Context: an optimization exercise on an open-source flow, tuned for small area, a short achievable clock period and few clock cycles. The choices shown serve that exercise and are no tape-out recipe. Only simulation tests tie the RTL to the original design; equivalence was not proved. No activity file was given, so power comes from the tool's default toggle rates.

==> flow/design.v (excerpt) <==
module fgc_segmenter (
    input  wire        clk,
    input  wire        rst,           
    input  wire        start,
    input  wire [31:0] fw_len,
    input  wire [31:0] cursor_in,
    input  wire [31:0] req_in,
    input  wire [31:0] rewind_in,
    input  wire [31:0] maxpkt,
    input  wire [7:0]  version,
    input  wire        use_chk,
    output wire        busy,
    output wire        fw_rd,
    output wire [23:0] fw_addr,
    input  wire [7:0]  fw_rdata,
    output wire        out_valid,
    output wire [7:0]  out_data,
    input  wire        out_ready,
    output reg         done,
    output wire [1:0]  result,
    output wire [3:0]  errcode,
    output wire [31:0] res_cursor,
    output wire [31:0] res_frames,
    output wire [31:0] out_len
);
For scale: about 1800 cells after synthesis, roughly 200 flip-flops, ~320 I/O pins, roughly 0.014 mm2 of cells after synthesis.
==> flow/config.mk <==
export PLATFORM = sky130hd
export DESIGN_NAME = fgc_segmenter
export DESIGN_NICKNAME = fgc_segmenter
export VERILOG_FILES = /design/flow/design.v
export SDC_FILE = /design/flow/constraint.sdc
export NUM_CORES = 4
export LEC_CHECK = 0
export CAP_MARGIN = 20
export CORE_MARGIN = 2
export CORE_UTILIZATION = 50
export PLACE_DENSITY = 0.75
export SLEW_MARGIN = 20
==> flow/constraint.sdc <==
create_clock -name core_clock -period 12.0 [get_ports {clk}]
set_input_delay 2.4000 -clock core_clock [delete_from_list [all_inputs] [get_ports {clk}]]
set_output_delay 2.4000 -clock core_clock [all_outputs]
set_load 0.01 [all_outputs]
standard.sh (not shown) runs the stock make flow with config.mk's settings and CLKGATE_MAP_FILE= SYNTH_SCRIPT=/design/flow/synth_recipe.tcl, a recipe that flattens the netlist after the stock synthesis.
==> flow/flow/run.sh <==
#!/bin/bash
# Standard ORFS layout (the standard.sh, standard synthesis unchanged),
# with repair_timing asked for extra setup slack so it optimises the
# achieved period, not just the 12 ns constraint, and ports buffered with
# plain buffers. The SDC is unchanged.
set -euo pipefail
export SETUP_SLACK_MARGIN=8.3
export BUFFER_PORTS_ARGS="-buffer_cell sky130_fd_sc_hd__buf_1"
bash standard.sh synth > synth.log 2>&1
bash standard.sh > layout.log 2>&1
The starting point passed the timing, design-rule and antenna checks.
Testbench counts at the start, summed over its fixed seeds: cycles 220,699.
Change:
--- a/flow/flow/run.sh
+++ b/flow/flow/run.sh
@@ -5,5 +5,5 @@
 # plain buffers. The SDC is unchanged.
 set -euo pipefail
-export SETUP_SLACK_MARGIN=8.3
+export SETUP_SLACK_MARGIN=8.25
 export BUFFER_PORTS_ARGS="-buffer_cell sky130_fd_sc_hd__buf_1"
 bash standard.sh synth > synth.log 2>&1
Settings changed: CORE_UTILIZATION 50 to 40, PLACE_DENSITY 0.75 to not set.
Outcome:
- The changed run passed the timing, design-rule and antenna checks
- global-route usage drops by 4.0 points
- routed wire length climbs by 7.0%
- setup slack degrades by 11 ps
- clock power drops by about 1%
- die area climbs by 24%
- synthesized cell count is unchanged
- via count drops by 2.4%
- final area stays flat
- clock skew hardly moves
- sequential power is about the same
Change:
--- a/flow/flow/run.sh
+++ b/flow/flow/run.sh
@@ -5,5 +5,5 @@
 # plain buffers. The SDC is unchanged.
 set -euo pipefail
-export SETUP_SLACK_MARGIN=8.25
+export SETUP_SLACK_MARGIN=8.3
 export BUFFER_PORTS_ARGS="-buffer_cell sky130_fd_sc_hd__buf_1"
 bash standard.sh synth > synth.log 2>&1
Settings changed: CTS_BUF_LIST set to sky130_fd_sc_hd__clkbuf_8 sky130_fd_sc_hd__clkbuf_16.
After rerunning: Sequential share of layout area came out higher by 0.16 points. Die area stays the same. Synthesized area stays the same. Wire length is about the same. Hold slack is better by 10 ps. Register-to-register slack is better by 80 ps. Cell area is about the same. Critical path depth came out higher by 9. Core utilization stays flat.
Change:
--- a/flow/flow/run.sh
+++ b/flow/flow/run.sh
@@ -5,5 +5,5 @@
 # plain buffers. The SDC is unchanged.
 set -euo pipefail
-export SETUP_SLACK_MARGIN=8.3
+export SETUP_SLACK_MARGIN=8.4
 export BUFFER_PORTS_ARGS="-buffer_cell sky130_fd_sc_hd__buf_1"
 bash standard.sh synth > synth.log 2>&1
Settings changed: CTS_BUF_LIST sky130_fd_sc_hd__clkbuf_8 sky130_fd_sc_hd__clkbuf_16 to not set.
The new run completed without violations.
Final cell count is about the same.
Clock skew grows by 5.9 ps.
Synthesized area is unchanged.
Worst hold slack improves by 11 ps.
Cell area grows by 1.2%.
Global-route usage shrinks by 0.55 points.
Clock power shrinks by about 8%.
Sequential cell count stays the same.
Count of clock-buffer cells in the layout stays the same.
Die area does not change.
Setup slack degrades by 20 ps.


v6:
fgc_segmenter, a different RTL version from the one above (not shown whole).
Size: ~1800 cells after synthesis, ~15000 µm² of cells after synthesis.
export LEC_CHECK = 0
export CAP_MARGIN = 20
export CORE_MARGIN = 2
export CORE_UTILIZATION = 40
export SLEW_MARGIN = 20
create_clock -name core_clock -period 12.0 [get_ports {clk}]
==> flow/flow/run.sh <==
#!/bin/bash
# Standard ORFS layout (the standard.sh, standard synthesis unchanged),
# with repair_timing asked for extra setup slack so it optimises the
# achieved period, not just the 12 ns constraint. The SDC is unchanged.
set -euo pipefail
export SETUP_SLACK_MARGIN=8.0
bash standard.sh synth > synth.log 2>&1
bash standard.sh > layout.log 2>&1
Testbench counts of v6, summed over its fixed seeds: cycles 221,019.
Edits applied to the flow inputs when going from v6 to v7:
-- flow/flow/run.sh --
<<< v6, line 6
export SETUP_SLACK_MARGIN=8.0
>>> v7, line 6
export SETUP_SLACK_MARGIN=8.3
==> run summary <==
- The final layout from v7, which completed every stage, passed the timing, design-rule and antenna checks at the end of the flow.
- The clock skew was comparable across v6 and v7.
- v7 against v6: routed wire length went up; sequential share of layout area did not really move.


Setup of job 9374:
fgc_segmenter with an RTL version that a note above also has.
Size: roughly 200 flip-flops, roughly 320 I/O pins, about 14,000 um2 of cells after synthesis.
==> flow/config.mk <==
export PLATFORM = sky130hd
export DESIGN_NAME = fgc_segmenter
export DESIGN_NICKNAME = fgc_segmenter
export VERILOG_FILES = /design/flow/design.v
export SDC_FILE = /design/flow/constraint.sdc
export NUM_CORES = 4
export LEC_CHECK = 0
export CAP_MARGIN = 20
export CORE_MARGIN = 2
export CORE_UTILIZATION = 40
export SLEW_MARGIN = 20
==> flow/constraint.sdc <==
create_clock -name core_clock -period 12.0 [get_ports {clk}]
set_input_delay 2.4000 -clock core_clock [delete_from_list [all_inputs] [get_ports {clk}]]
set_output_delay 2.4000 -clock core_clock [all_outputs]
set_load 0.01 [all_outputs]
==> flow/flow/run.sh <==
#!/bin/bash
# Standard ORFS layout (the standard.sh, standard synthesis unchanged),
# with repair_timing asked for extra setup slack so it optimises the
# achieved period, not just the 12 ns constraint, and ports buffered with
# plain buffers. The SDC is unchanged.
set -euo pipefail
export SETUP_SLACK_MARGIN=8.2
export BUFFER_PORTS_ARGS="-buffer_cell sky130_fd_sc_hd__buf_1"
bash standard.sh synth > synth.log 2>&1
bash standard.sh > layout.log 2>&1
Testbench counts of job 9374, summed over its fixed seeds: cycles 220,699.
diff inputs: job 9374 => job 2782
-- flow/flow/run.sh --
<<< job 9374, line 7
export SETUP_SLACK_MARGIN=8.2
>>> job 2782, line 7
export SETUP_SLACK_MARGIN=8.3
[summary]
Measured against each other, job 9374 and job 2782 differ in clock network power share, the higher figure coming from job 2782. Job 2782 against job 9374: core utilization up 0.39 points, number of vias after detailed routing went down about 0.37%, pin count of the biggest net entering global routing picked up an extra 14. Summary: power in the clock group, job 2782 worse than job 9374. Taking job 9374 as the reference, in job 2782 sequential share of layout area shows no meaningful change; final cell area excluding filler cells shows an increase of about 0.8%. Job 2782 vs job 9374: static leakage up in job 2782. Comparing job 9374 and job 2782, the higher area of all sequential standard cells was measured on job 2782.


fgc_segmenter with an RTL version that a note above also has.
For scale: about 1,800 cells after synthesis, about 200 flip-flops, about 320 I/O pins.
==> flow/config.mk <==
export PLATFORM = sky130hd
export DESIGN_NAME = fgc_segmenter
export DESIGN_NICKNAME = fgc_segmenter
export VERILOG_FILES = /design/flow/design.v
export SDC_FILE = /design/flow/constraint.sdc
export NUM_CORES = 4
export LEC_CHECK = 0
export CAP_MARGIN = 20
export CORE_MARGIN = 2
export CORE_UTILIZATION = 40
export SLEW_MARGIN = 20
==> flow/constraint.sdc <==
create_clock -name core_clock -period 12.0 [get_ports {clk}]
set_input_delay 2.4000 -clock core_clock [delete_from_list [all_inputs] [get_ports {clk}]]
set_output_delay 2.4000 -clock core_clock [all_outputs]
set_load 0.01 [all_outputs]
==> flow/flow/run.sh <==
#!/bin/bash
# Standard ORFS layout (the standard.sh, standard synthesis unchanged),
# with repair_timing asked for extra setup slack so it optimises the
# achieved period, not just the 12 ns constraint, and ports buffered with
# plain buffers. The SDC is unchanged.
set -euo pipefail
export SETUP_SLACK_MARGIN=8.3
export BUFFER_PORTS_ARGS="-buffer_cell sky130_fd_sc_hd__buf_1"
bash standard.sh synth > synth.log 2>&1
bash standard.sh > layout.log 2>&1
Testbench counts at the start, summed over its fixed seeds: cycles 221,019.
Next try:
--- a/flow/flow/run.sh
+++ b/flow/flow/run.sh
@@ -8 +8 @@
-export BUFFER_PORTS_ARGS="-buffer_cell sky130_fd_sc_hd__buf_1"
+export BUFFER_PORTS_ARGS="-buffer_cell sky130_fd_sc_hd__buf_2"
Power goes down by 0.33%.
Wire length hardly moves.
Cell count decreases by 0.69%.
Clock-buffer cell count rose by 1.
Cell area grows by 0.76%.
Register-to-register slack improves by 0.03 ns.
Combinational power rises by about 1%.
Fmax stays flat.
Area after synthesis stays the same.
Clock power decreases by about 2%.
Sequential cell count does not change.

## re-timing with driven ports
The results above use ideal ports. As a check the final layouts listed here were re-extracted and re-timed, cells and wires unchanged.
Step 1 (the two cells are an assumption about what drives the block):
set clk [get_ports {clk}]
set_driving_cell -lib_cell sky130_fd_sc_hd__clkbuf_16 $clk
set_driving_cell -lib_cell sky130_fd_sc_hd__buf_2 [delete_from_list [all_inputs] $clk]
Step 2, shift: input delay + t, output delay - t, t = (earliest + latest rising clock arrival at the registers) / 2. This alone moves slack from input paths to output paths.
a / b / c = no drivers / after step 1 / after step 2; a / b = the first two.
| run | t, ns | slack for setup (ns) | worst hold slack (ns) |
|---|---|---|---|
| the first run of note 1 | 0.515 | 8.280 / 8.258 / 7.784 | 0.481 / 0.481 / 0.481 |
| the second run of note 1 | 0.522 | 8.269 / 8.214 / 7.781 | 0.469 / 0.469 / 0.469 |
| the third run of note 1 | 0.522 | 8.305 / 8.250 / 7.799 | 0.480 / 0.480 / 0.480 |
| the fourth run of note 1 | 0.519 | 8.285 / 8.303 / 7.784 | 0.491 / 0.491 / 0.491 |
| v6 | 0.520 | 8.031 / 7.975 / 7.565 | 0.506 / 0.506 / 0.506 |
| v7 | 0.519 | 8.329 / 8.277 / 7.846 | 0.498 / 0.498 / 0.498 |
| job 9374 | 0.518 | 8.234 / 8.178 / 7.781 | 0.471 / 0.471 / 0.471 |
| job 2782 | 0.520 | 8.303 / 8.253 / 7.799 | 0.479 / 0.479 / 0.479 |
| the first run of note 4 | 0.516 | 8.321 / 8.269 / 7.821 | 0.500 / 0.500 / 0.500 |
| the second run of note 4 | 0.512 | 8.311 / 8.262 / 7.830 | 0.493 / 0.493 / 0.493 |
After both steps setup and hold are still met in every run listed. The setup slack of the third run of note 1, which loses most, moves by -0.055 ns with the drivers and by -0.506 ns with both steps.
